Background: an optimization exercise with open tools, aiming at a short achievable clock period. Do not read the settings as production practice. The clock port is modelled as an ideal driver, which makes a skipped or thinned clock tree look cheaper than it is; a real chip needs a root buffer or a tree. Power is estimated from default activity; no workload was simulated.

==> job 5542 <==
Design ccsds_rx, start of the top module:
module ccsds_rx (
    input  wire        clk,
    input  wire        rst,             
    input  wire        in_valid,
    input  wire [7:0]  in_byte,
    input  wire        in_kind,         
    input  wire [8:0]  in_blen,         
    output reg         out_valid,
    output reg  [7:0]  out_byte,
    output reg         out_vc,          
    output reg         done,
    output reg  [1:0]  status,          
    output reg         frame_kind,
    output reg  [8:0]  frame_len,
    output reg  [7:0]  data_len,
    output reg  [15:0] ecf,
    output wire        bp_type,
    output wire [6:0]  bp_apid,
    output wire        bp_ecf_flag,
    output wire [3:0]  tf_tfvn,
    output wire [15:0] tf_scid,
    output wire        tf_sdid,
    output wire [5:0]  tf_vcid,
    output wire [3:0]  tf_mapid,
    output wire        tf_end_flag,
    output wire        tf_bypass,
    output wire        tf_command,
    output wire        tf_ocf,
    output wire [2:0]  tf_vc_length,
    output wire [2:0]  tf_constr_rule,
    output wire [4:0]  tf_protocol_id
);
    localparam [1:0] ST_OK = 2'd0, ST_LEN = 2'd1, ST_CRC = 2'd2;
    function [15:0] crc_step;
  ...
Settings: LEC_CHECK=0, ABC_CLOCK_PERIOD_IN_PS=1400, CAP_MARGIN=20, CORE_MARGIN=2, CORE_UTILIZATION=60, SETUP_SLACK_MARGIN=2.7, SLEW_MARGIN=20, TNS_END_PERCENT=100; clock period 4.0 ns.
standard.sh (not shown) runs the stock make flow with config.mk's settings and CLKGATE_MAP_FILE= SYNTH_SCRIPT=/design/flow/synth_recipe.tcl, a recipe that flattens the netlist after the stock synthesis.
==> flow/flow/run.sh <==
#!/bin/bash
# The standard layout (standard.sh), with one change: the clock tree is built
# by flow/clocktree.tcl (a two-level buffer tree, run as ORFS's pre-CTS hook)
# in place of clock_tree_synthesis. All of make's output goes to flow_make.log;
# each ORFS step keeps its own log under orfs/logs.
set -euo pipefail
export PRE_CTS_TCL="$PWD/flow/clocktree.tcl"
export CT_ROOTS=4 CT_LEAVES=32
bash standard.sh finish > flow_make.log 2>&1
==> flow/flow/clocktree.tcl <==
# Pre-CTS hook: a two-level clock tree built by hand. The clock port drives
# a few root buffers, each root a few leaf buffers, each leaf a compact
# group of flip-flops (recursive bisection of the flip-flop positions).
# Every flip-flop is two buffers from the port, so the clock arrives at all
# of them at about the same time. clock_tree_synthesis then has nothing to do.

set ::ct_roots  [expr {[info exists ::env(CT_ROOTS)]  ? $::env(CT_ROOTS)  : 2}]
set ::ct_leaves [expr {[info exists ::env(CT_LEAVES)] ? $::env(CT_LEAVES) : 16}]
set ::ct_master [expr {[info exists ::env(CT_BUF)] ? $::env(CT_BUF) : "sky130_fd_sc_hd__clkbuf_16"}]

set ::ct_block [ord::get_db_block]
set ::ct_db    [ord::get_db]
set ::ct_clk   [$::ct_block findNet clk]
set ::ct_buf   [$::ct_db findMaster $::ct_master]

proc ct_center {it} {
    set inst [$it getInst]
    set bb [$inst getBBox]
    return [list [expr {([$bb xMin] + [$bb xMax]) / 2}] [expr {([$bb yMin] + [$bb yMax]) / 2}]]
}

# split a list of {x y item} into 2^levels groups of equal size
proc ct_bisect {pts levels} {
    if {$levels == 0 || [llength $pts] < 2} { return [list $pts] }
    set xs [lmap p $pts {lindex $p 0}]
    set ys [lmap p $pts {lindex $p 1}]
    set dx [expr {[tcl::mathfunc::max {*}$xs] - [tcl::mathfunc::min {*}$xs]}]
    set dy [expr {[tcl::mathfunc::max {*}$ys] - [tcl::mathfunc::min {*}$ys]}]
    set k [expr {$dx >= $dy ? 0 : 1}]
    set s [lsort -integer -index $k $pts]
    set h [expr {[llength $s] / 2}]
    return [concat [ct_bisect [lrange $s 0 [expr {$h - 1}]] [expr {$levels - 1}]] \
                   [ct_bisect [lrange $s $h end] [expr {$levels - 1}]]]
}

proc ct_centroid {pts} {
    set sx 0; set sy 0
    foreach p $pts { set sx [expr {$sx + [lindex $p 0]}]; set sy [expr {$sy + [lindex $p 1]}] }
    set n [llength $pts]
    return [list [expr {$sx / $n}] [expr {$sy / $n}]]
}

proc ct_make_buf {name x y} {
    
    set inst [odb::dbInst_create $::ct_block $::ct_buf $name]
    set w [$::ct_buf getWidth]
    set h [$::ct_buf getHeight]
    $inst setLocation [expr {$x - $w / 2}] [expr {$y - $h / 2}]
    $inst setPlacementStatus PLACED
    return $inst
}

proc ct_make_net {name} {
    
    set net [odb::dbNet_create $::ct_block $name]
    $net setSigType CLOCK
    return $net
}

set sinks {}
foreach it [$::ct_clk getITerms] {
    lappend sinks [concat [ct_center $it] [list $it]]
}
puts "clocktree: [llength $sinks] sinks, $::ct_roots roots, $::ct_leaves leaves"

set per_root [expr {$::ct_leaves / $::ct_roots}]
set root_levels [expr {int(round(log($::ct_roots) / log(2)))}]
set leaf_levels [expr {int(round(log($per_root) / log(2)))}]
set ri 0
set li 0
foreach rgroup [ct_bisect $sinks $root_levels] {
    set lgroups [ct_bisect $rgroup $leaf_levels]
    set lcent {}
    foreach g $lgroups { lappend lcent [ct_centroid $g] }
    set rc [ct_centroid $lcent]
    set rnet [ct_make_net "clknet_root_$ri"]
    set rinst [ct_make_buf "clkbuf_root_$ri" {*}$rc]
    [$rinst findITerm A] connect $::ct_clk
    [$rinst findITerm X] connect $rnet
    foreach g $lgroups c $lcent {
        set lnet [ct_make_net "clknet_leaf_$li"]
        set linst [ct_make_buf "clkbuf_leaf_$li" {*}$c]
        [$linst findITerm A] connect $rnet
        [$linst findITerm X] connect $lnet
        foreach p $g {
            set it [lindex $p 2]
            $it disconnect
            $it connect $lnet
        }
        incr li
    }
    incr ri
}
global_connect
set_propagated_clock [all_clocks]

# the tree is built: clock_tree_synthesis has nothing left to do
proc clock_tree_synthesis {args} {
    puts "clocktree: clock_tree_synthesis skipped, tree built by hand"
}
==> job 7610 (differences from job 5542) <==
--- a/flow/design.v
+++ b/flow/design.v
@@ -65,17 +65,18 @@
                 if (x == k) inc4 = k + 1;
         end
     endfunction
     function [4:0] dec5;                  
         input [4:0] x;
         input [1:0] d;
-        integer k;
+        reg [4:0] m1, m2;
         begin
-            dec5 = 5'd0;
-            for (k = 0; k < 128; k = k + 1)
-                if ({d, x} == k) dec5 = (k % 32) - (k / 32);
+            m1 = x ^ {~x[3] & ~x[2] & ~x[1] & ~x[0], ~x[2] & ~x[1] & ~x[0],
+                      ~x[1] & ~x[0], ~x[0], 1'b1};
+            m2 = {x[4:1] ^ {~x[3] & ~x[2] & ~x[1], ~x[2] & ~x[1], ~x[1], 1'b1}, x[0]};
+            dec5 = d[1] ? m2 : (d[0] ? m1 : x);
         end
     endfunction
     function [3:0] subc4;                 
         input [3:0] x;
         input integer c;
         integer k;
@@ -84,17 +85,15 @@
             for (k = 0; k < 16; k = k + 1)
                 if (x == k) subc4 = k - c;
         end
     endfunction
     function [4:0] inc5;                  
         input [4:0] x;
-        integer k;
         begin
-            inc5 = 5'd0;
-            for (k = 0; k < 32; k = k + 1)
-                if (x == k) inc5 = k + 1;
+            inc5 = x ^ {x[3] & x[2] & x[1] & x[0], x[2] & x[1] & x[0],
+                        x[1] & x[0], x[0], 1'b1};
         end
     endfunction
     function lt5;                         
         input [4:0] a, b;
         integer i;
         reg e;
@@ -109,28 +108,15 @@
     endfunction
     function lt10v;
         input [4:0] x;
         input [2:0] v;
         integer k;
         begin
-            lt10v = 1'b0;
-            for (k = 0; k < 256; k = k + 1)
-                if ({v, x} == k) lt10v = (k % 32) < 10 + (k / 32);
-        end
-    endfunction
-    function [5:0] sub10v;
-        input [3:0] x;
-        input [2:0] v;
-        integer k, r;
-        begin
-            sub10v = 6'd0;
-            for (k = 0; k < 128; k = k + 1)
-                if ({v, x} == k) begin
-                    r = (k % 16) - 10 - (k / 16) + 32;
-                    sub10v = ((2 - r / 16) * 16) + (r % 16);
-                end
+            lt10v = (x[4:3] == 2'b00) | (x[4:1] == 4'b0100);
+            for (k = 10; k <= 16; k = k + 1)
+                lt10v = lt10v | ((x == k) & (v > k - 10));
         end
     endfunction
     reg rst_r;
     always @(posedge clk) rst_r <= rst;
     reg        s_v;
     reg [7:0]  s_b;
@@ -214,22 +200,23 @@
         c_hi     <= (({$bits(c_hi){(c_load | c_wrap)}} & (first ? s_tf_hi   : (bp1 ? s_bp_hi   : c_him1))) | ({$bits(c_hi){~(c_load | c_wrap)}} & (c_hi)));
         c_him1   <= (({$bits(c_him1){(c_load | c_wrap)}} & (first ? s_tf_him1 : (bp1 ? s_bp_him1 : c_him2))) | ({$bits(c_him1){~(c_load | c_wrap)}} & (c_him1)));
         c_him2   <= (({$bits(c_him2){(c_load | c_wrap)}} & (first ? s_tf_him2 : (bp1 ? s_bp_him2 : dec5(c_him2, 2'd1)))) | ({$bits(c_him2){~(c_load | c_wrap)}} & (c_him2)));
         c_hz     <= (({$bits(c_hz){(c_load | c_wrap)}} & (first ? s_tf_hz   : (bp1 ? s_bp_hz   : c_hz1))) | ({$bits(c_hz){~(c_load | c_wrap)}} & (c_hz)));
         c_hz1    <= (({$bits(c_hz1){(c_load | c_wrap)}} & (first ? s_tf_hz1  : (bp1 ? s_bp_hz1  : (c_him2 == 5'd0)))) | ({$bits(c_hz1){~(c_load | c_wrap)}} & (c_hz1)));
     end
-    reg        t0_v, t0_fr, t0_last, t0_kind;
+    reg        t0_v, t0_fr, t0_last, t0_kind, t0_first;
     reg [7:0]  t0_hsel;         
     reg [3:0]  t0_ixlo;
     reg [4:0]  t0_ixhi;
     reg [8:0]  t0_n;
     reg [7:0]  t0_b;
     always @(posedge clk) begin
         t0_v    <= s_v & ~rst_r;
         t0_fr   <= fb;
         t0_last <= lastc;
+        t0_first <= first;
         t0_kind <= first ? s_k : kind;
         t0_hsel <= {8{fb}} & pos[7:0];
         t0_ixlo <= ix_lo;
         t0_ixhi <= ix_hi;
         t0_n    <= s_n;
         t0_b    <= s_b;
@@ -245,24 +232,25 @@
         hdr2  <= (({$bits(hdr2){(t0_hsel[2])}} & (t0_b)) | ({$bits(hdr2){~(t0_hsel[2])}} & (hdr2)));
         hdr3  <= (({$bits(hdr3){(t0_hsel[3])}} & (t0_b)) | ({$bits(hdr3){~(t0_hsel[3])}} & (hdr3)));
         hdr4  <= (({$bits(hdr4){(t0_hsel[4])}} & (t0_b)) | ({$bits(hdr4){~(t0_hsel[4])}} & (hdr4)));
         hdr5  <= (({$bits(hdr5){(t0_hsel[5])}} & (t0_b)) | ({$bits(hdr5){~(t0_hsel[5])}} & (hdr5)));
         hdr6  <= (({$bits(hdr6){(t0_hsel[6])}} & (t0_b)) | ({$bits(hdr6){~(t0_hsel[6])}} & (hdr6)));
     end
-    reg        t1_v, t1_fr, t1_last, t1_kind;
+    reg        t1_v, t1_fr, t1_last, t1_kind, t1_first;
     reg        t1_r0, t1_r1;    
     reg        t1_lt2, t1_lt5, t1_eq4, t1_lt8, t1_ge7;
     reg        t1_small;        
     reg [3:0]  t1_ixlo;
     reg [4:0]  t1_ixhi;
     reg [7:0]  t1_b;
     wire       ixz = (t0_ixhi == 5'd0);
     always @(posedge clk) begin
         t1_v     <= t0_v & ~rst_r;
         t1_fr    <= t0_fr;
         t1_last  <= t0_last;
+        t1_first <= t0_first;
         t1_kind  <= t0_kind;
         t1_r0    <= c_hz & (t0_kind ? (c_lo == 4'd1) : (c_lo == 4'd2));
         t1_r1    <= c_hz & (t0_kind ? (c_lo == 4'd2) : (c_lo == 4'd3));
         t1_small <= ixz;
         t1_lt2   <= ixz & ~t0_ixlo[3] & ~t0_ixlo[2] & ~t0_ixlo[1];
         t1_lt5   <= ixz & ~t0_ixlo[3] & (~t0_ixlo[2] | (~t0_ixlo[1] & ~t0_ixlo[0]));
@@ -284,18 +272,12 @@
     reg        a_bperr, a_n4, a_n7, a_n256, a_tlbig, a_tlsmall;
     reg        a_gthi, a_eqhi;              
     reg [3:0]  a_tlo, a_nlo;
     reg [4:0]  a_lmhi;
     reg [3:0]  a_lm2lo, a_lm1lo;
     reg        a_lm2b, a_lm1b;
-    reg [3:0]  a_dbp_lo, a_dtr_lo, a_dnt_lo;
-    reg [2:0]  a_dbp_hi;
-    reg [3:0]  a_dtr_hi, a_dnt_hi;
-    reg        a_dbp_b, a_dtr_b;
-    reg [1:0]  a_dnt_b;
-    wire [3:0] bp_ovh = bp_e ? 4'd4 : 4'd2;
     always @(posedge clk) begin
         d_bpe     <= bp_e;
         d_ef      <= ef;
         d_kind    <= fkind;
         d_vend    <= subc4({1'b0, vl}, -7);
         d_flen    <= !fkind ? {2'b00, bp_l} : (ef ? fn : tl[8:0]);
@@ -311,60 +293,43 @@
         a_nlo     <= fn[3:0];
         a_lmhi    <= tl[8:4];
         a_lm2lo   <= subc4(tl[3:0], 2);
         a_lm2b    <= (tl[3:1] == 3'd0);
         a_lm1lo   <= dec4(tl[3:0]);
         a_lm1b    <= (tl[3:0] == 4'd0);
-        a_dbp_lo  <= bp_e ? subc4(bp_l[3:0], 4) : subc4(bp_l[3:0], 2);
-        a_dbp_b   <= bp_e ? (bp_l[3:2] == 2'd0) : (bp_l[3:1] == 3'd0);
-        a_dbp_hi  <= bp_l[6:4];
-        a_dtr_lo  <= subc4(fn[3:0], 7);
-        a_dtr_b   <= ~fn[3] & ~(fn[2] & fn[1] & fn[0]);
-        a_dtr_hi  <= fn[7:4];
-        {a_dnt_b, a_dnt_lo} <= sub10v(tl[3:0], vl);
-        a_dnt_hi  <= tl[7:4];
     end
     reg        e_lenerr0;       
     reg        e_tlgtn;         
     reg [8:0]  e_lm2, e_lm1;    
-    reg [7:0]  e_dl_nt, e_dl_bp, e_dl_tr;
     reg        e_kind, e_ef;
-    wire [4:0] dbp_hi = dec5({2'b00, a_dbp_hi}, {1'b0, a_dbp_b});
-    wire [4:0] dtr_hi = dec5({1'b0, a_dtr_hi}, {1'b0, a_dtr_b});
-    wire [4:0] dnt_hi = dec5({1'b0, a_dnt_hi}, a_dnt_b);
     always @(posedge clk) begin
         if (!d_kind)
             e_lenerr0 <= a_bperr;
         else if (d_ef)
             e_lenerr0 <= a_n4 | a_n7 | a_n256;
         else
             e_lenerr0 <= a_n4 | a_n7 | a_tlbig | a_tlsmall;
         e_tlgtn <= a_gthi | (a_eqhi & lt5({1'b0, a_nlo}, {1'b0, a_tlo}));
         e_lm2   <= {dec5(a_lmhi, {1'b0, a_lm2b}), a_lm2lo};
         e_lm1   <= {dec5(a_lmhi, {1'b0, a_lm1b}), a_lm1lo};
-        e_dl_bp <= {1'b0, dbp_hi[2:0], a_dbp_lo};
-        e_dl_tr <= {dtr_hi[3:0], a_dtr_lo};
-        e_dl_nt <= {dnt_hi[3:0], a_dnt_lo};
         e_kind  <= d_kind;
         e_ef    <= d_ef;
     end
     reg        d_lenerr;
-    reg [7:0]  d_dlen;
-    always @(posedge clk) begin
+    always @(posedge clk)
         d_lenerr <= e_lenerr0 | (e_kind & ~e_ef & e_tlgtn);
-        d_dlen   <= !e_kind ? e_dl_bp : (e_ef ? e_dl_tr : e_dl_nt);
-    end
-    reg        t2_v, t2_fr, t2_last, t2_kind;
+    reg        t2_v, t2_fr, t2_last, t2_kind, t2_first;
     reg        t2_r0, t2_r1, t2_lt2, t2_lt5, t2_eq4, t2_lt8, t2_ge7, t2_small;
     reg [3:0]  t2_ixlo;
     reg [4:0]  t2_ixhi;
     reg [7:0]  t2_b;
     always @(posedge clk) begin
         t2_v     <= t1_v & ~rst_r;
         t2_fr    <= t1_fr;
         t2_last  <= t1_last;
+        t2_first <= t1_first;
         t2_kind  <= t1_kind;
         t2_r0    <= t1_r0;
         t2_r1    <= t1_r1;
         t2_lt2   <= t1_lt2;
         t2_lt5   <= t1_lt5;
         t2_eq4   <= t1_eq4;
@@ -372,22 +337,23 @@
         t2_ge7   <= t1_ge7;
         t2_small <= t1_small;
         t2_ixlo  <= t1_ixlo;
         t2_ixhi  <= t1_ixhi;
         t2_b     <= t1_b;
     end
-    reg        t3_v, t3_fr, t3_last, t3_kind;
+    reg        t3_v, t3_fr, t3_last, t3_kind, t3_first;
     reg        t3_r0, t3_r1, t3_lt2, t3_lt5, t3_eq4, t3_lt8, t3_ge7;
     reg        t3_m2hi_eq, t3_m2hi_lt, t3_m2lo_eq, t3_m2lo_lt;
     reg        t3_m1hi_eq, t3_m1lo_eq;
     reg        t3_vlt, t3_veq;    
     reg [7:0]  t3_b;
     always @(posedge clk) begin
         t3_v       <= t2_v & ~rst_r;
         t3_fr      <= t2_fr;
         t3_last    <= t2_last;
+        t3_first   <= t2_first;
         t3_kind    <= t2_kind;
         t3_r0      <= t2_r0;
         t3_r1      <= t2_r1;
         t3_lt2     <= t2_lt2;
         t3_lt5     <= t2_lt5;
         t3_eq4     <= t2_eq4;
@@ -462,12 +428,17 @@
         thi  <= (({$bits(thi){(t4_f & t4_thi)}} & (t4_b)) | ({$bits(thi){~(t4_f & t4_thi)}} & (thi)));
         eqhi <= (({$bits(eqhi){(t4_f & t4_thi)}} & ((t4_b == crc[15:8]))) | ({$bits(eqhi){~(t4_f & t4_thi)}} & (eqhi)));
         tlo  <= (({$bits(tlo){(t4_f & t4_tlo)}} & (t4_b)) | ({$bits(tlo){~(t4_f & t4_tlo)}} & (tlo)));
         eqlo <= (({$bits(eqlo){(t4_f & t4_tlo)}} & (t4_b == crc[7:0])) | ({$bits(eqlo){~(t4_f & t4_tlo)}} & (eqlo)));
         hdf  <= (({$bits(hdf){(t4_f & t4_df)}} & (t4_b)) | ({$bits(hdf){~(t4_f & t4_df)}} & (hdf)));
     end
+    reg [3:0]  dc_lo, dc_hi;
+    always @(posedge clk) begin
+        dc_lo <= (t3_f & t3_first) ? 4'd0 : (({$bits(dc_lo){(t3_f & c_data)}} & (inc4(dc_lo))) | ({$bits(dc_lo){~(t3_f & c_data)}} & (dc_lo)));
+        dc_hi <= (t3_f & t3_first) ? 4'd0 : (({$bits(dc_hi){(t3_f & c_data & (dc_lo == 4'd15))}} & (inc4(dc_hi))) | ({$bits(dc_hi){~(t3_f & c_data & (dc_lo == 4'd15))}} & (dc_hi)));
+    end
     reg        t5_end, t5_kind, t5_lenerr;
     always @(posedge clk) begin
         t5_end    <= t4_f & t4_last & ~rst_r;
         t5_kind   <= t4_kind;
         t5_lenerr <= d_lenerr;
     end
@@ -479,13 +450,13 @@
         else if ((t5_kind | d_bpe) && !(eqhi && eqlo))
             status <= ST_CRC;
         else
             status <= ST_OK;
         frame_kind <= t5_kind;
         frame_len  <= d_flen;
-        data_len   <= d_dlen;
+        data_len   <= {dc_hi, dc_lo};
         ecf        <= {thi, tlo};
         o_h0 <= hdr0;
         o_h1 <= hdr1;
         o_h2 <= hdr2;
         o_h3 <= hdr3;
         o_h6 <= hdr6;
==> flow/flow/run.sh (replaced) <==
#!/bin/bash
# The standard layout (standard.sh), with one change: the clock tree is built
# by flow/clocktree.tcl (run as ORFS's pre-CTS hook) in place of
# clock_tree_synthesis: the clock port drives 4 root inverters, each drives
# 8 leaf inverters, each a compact group of flip-flops, so every flip-flop
# sees the clock through two inversions. All of make's output goes to
# flow_make.log; each ORFS step keeps its own log under orfs/logs.
set -euo pipefail
export PRE_CTS_TCL="$PWD/flow/clocktree.tcl"
export CT_ROOTS=4 CT_LEAVES=32
export CT_ROOT_CELL=sky130_fd_sc_hd__clkinv_16 CT_LEAF_CELL=sky130_fd_sc_hd__clkinv_8
bash standard.sh finish > flow_make.log 2>&1
--- a/flow/flow/clocktree.tcl
+++ b/flow/flow/clocktree.tcl
@@ -1,20 +1,23 @@
 # Pre-CTS hook: a two-level clock tree built by hand. The clock port drives
 # a few root buffers, each root a few leaf buffers, each leaf a compact
 # group of flip-flops (recursive bisection of the flip-flop positions).
-# Every flip-flop is two buffers from the port, so the clock arrives at all
+# Every flip-flop is two cells from the port (two buffers, or two inverters
+# with CT_ROOT_CELL / CT_LEAF_CELL), so the clock arrives at all
 # of them at about the same time. clock_tree_synthesis then has nothing to do.
 
 set ::ct_roots  [expr {[info exists ::env(CT_ROOTS)]  ? $::env(CT_ROOTS)  : 2}]
 set ::ct_leaves [expr {[info exists ::env(CT_LEAVES)] ? $::env(CT_LEAVES) : 16}]
-set ::ct_master [expr {[info exists ::env(CT_BUF)] ? $::env(CT_BUF) : "sky130_fd_sc_hd__clkbuf_16"}]
+set ::ct_rmaster [expr {[info exists ::env(CT_ROOT_CELL)] ? $::env(CT_ROOT_CELL) : "sky130_fd_sc_hd__clkbuf_16"}]
+set ::ct_lmaster [expr {[info exists ::env(CT_LEAF_CELL)] ? $::env(CT_LEAF_CELL) : "sky130_fd_sc_hd__clkbuf_16"}]
 
 set ::ct_block [ord::get_db_block]
 set ::ct_db    [ord::get_db]
 set ::ct_clk   [$::ct_block findNet clk]
-set ::ct_buf   [$::ct_db findMaster $::ct_master]
+set ::ct_rbuf  [$::ct_db findMaster $::ct_rmaster]
+set ::ct_lbuf  [$::ct_db findMaster $::ct_lmaster]
 
 proc ct_center {it} {
     set inst [$it getInst]
     set bb [$inst getBBox]
     return [list [expr {([$bb xMin] + [$bb xMax]) / 2}] [expr {([$bb yMin] + [$bb yMax]) / 2}]]
 }
@@ -37,20 +40,26 @@
     set sx 0; set sy 0
     foreach p $pts { set sx [expr {$sx + [lindex $p 0]}]; set sy [expr {$sy + [lindex $p 1]}] }
     set n [llength $pts]
     return [list [expr {$sx / $n}] [expr {$sy / $n}]]
 }
 
-proc ct_make_buf {name x y} {
-    
-    set inst [odb::dbInst_create $::ct_block $::ct_buf $name]
-    set w [$::ct_buf getWidth]
-    set h [$::ct_buf getHeight]
+proc ct_make_buf {master name x y} {
+    set inst [odb::dbInst_create $::ct_block $master $name]
+    set w [$master getWidth]
+    set h [$master getHeight]
     $inst setLocation [expr {$x - $w / 2}] [expr {$y - $h / 2}]
     $inst setPlacementStatus PLACED
     return $inst
+}
+
+proc ct_out {inst} {
+    foreach it [$inst getITerms] {
+        if {[$it isOutputSignal]} { return $it }
+    }
+    error "clocktree: no output on [$inst getName]"
 }
 
 proc ct_make_net {name} {
     
     set net [odb::dbNet_create $::ct_block $name]
     $net setSigType CLOCK
@@ -71,30 +80,34 @@
 foreach rgroup [ct_bisect $sinks $root_levels] {
     set lgroups [ct_bisect $rgroup $leaf_levels]
     set lcent {}
     foreach g $lgroups { lappend lcent [ct_centroid $g] }
     set rc [ct_centroid $lcent]
     set rnet [ct_make_net "clknet_root_$ri"]
-    set rinst [ct_make_buf "clkbuf_root_$ri" {*}$rc]
+    set rinst [ct_make_buf $::ct_rbuf "clkbuf_root_$ri" {*}$rc]
     [$rinst findITerm A] connect $::ct_clk
-    [$rinst findITerm X] connect $rnet
+    [ct_out $rinst] connect $rnet
     foreach g $lgroups c $lcent {
         set lnet [ct_make_net "clknet_leaf_$li"]
-        set linst [ct_make_buf "clkbuf_leaf_$li" {*}$c]
+        set linst [ct_make_buf $::ct_lbuf "clkbuf_leaf_$li" {*}$c]
         [$linst findITerm A] connect $rnet
-        [$linst findITerm X] connect $lnet
+        [ct_out $linst] connect $lnet
         foreach p $g {
             set it [lindex $p 2]
             $it disconnect
             $it connect $lnet
         }
         incr li
     }
     incr ri
 }
 global_connect
 set_propagated_clock [all_clocks]
 
-# the tree is built: clock_tree_synthesis has nothing left to do
+# the tree is built: clock_tree_synthesis has nothing left to do, and an
+# inverter pair in the tree must stay as it is
+proc repair_clock_inverters {args} {
+    puts "clocktree: repair_clock_inverters skipped"
+}
 proc clock_tree_synthesis {args} {
     puts "clocktree: clock_tree_synthesis skipped, tree built by hand"
 }
ABC_CLOCK_PERIOD_IN_PS = 1300   (was 1400)
SETUP_SLACK_MARGIN = 2.8   (was 2.7)
==> reports/summary.txt <==
Placed Area: 18380 um^2
Post-Synth Simple-Gate Area: 9.565%
status: complete, no violations
largest cells by area after synthesis: dfxtp_1 (50%), edfxtp_1 (23%), xnor2_1 (3.4%), xor2_1 (2.5%), nand2_1 (1.9%)
initial antenna violation count: 2
fin crit period: 1978 ps
critical path depth in cells: 8
PwrDens: 444.1 nW/um^2
The numbers above come from job 5542.

==> reports/summary.txt <==
PwrDens: 430.3 nW/um^2
largest cells by area after synthesis: dfxtp_1 (51%), edfxtp_1 (26%), xnor2_1 (2.9%), xor2_1 (2.3%), nand2_1 (1.8%)
Post-Synth Simple-Gate Area: 9.404%
Hold WS: 318.2 ps
Placed Area: 16780 um^2
status: complete, no violations
fin crit period: 1680 ps
initial antenna violation count: 0
The numbers above come from job 7610.

No run of this note included a check of the RTL's function; only the layout flow was run. In every run of this note, the design's own scripts or RTL, not TritonCTS, make the clock network.

-- re-timing with driven ports --
In the flow no input, the clock included, has a driving cell. The finished layouts below were timed again as built, in two steps.
Step 1: set_driving_cell puts a clkbuf_16 on clk and a buf_2 on each other input, an assumption about the parent block.
Step 2, shift: input delay + t, output delay - t, t = (earliest + latest rising clock arrival at the registers) / 2. This alone moves slack from input paths to output paths.
Three values: ideal, step 1, step 2; two values: the first two.
| run | t, ns | setup slack, ns | clock arrival spread, ns | slew at the worst register clock pin (ns) |
|---|---|---|---|---|
| job 5542 | 0.449 | 2.022 / 2.022 / 2.022 | 0.016 / 0.016 | 0.08 / 0.08 |
| job 7610 | 0.451 | 2.320 / 2.206 / 2.065 | 0.011 / 0.011 | 0.07 / 0.07 |
After both steps setup and hold are still met in every run listed. For job 7610, which loses most, drivers alone change the setup slack by -0.114 ns; drivers and shift together by -0.255 ns.
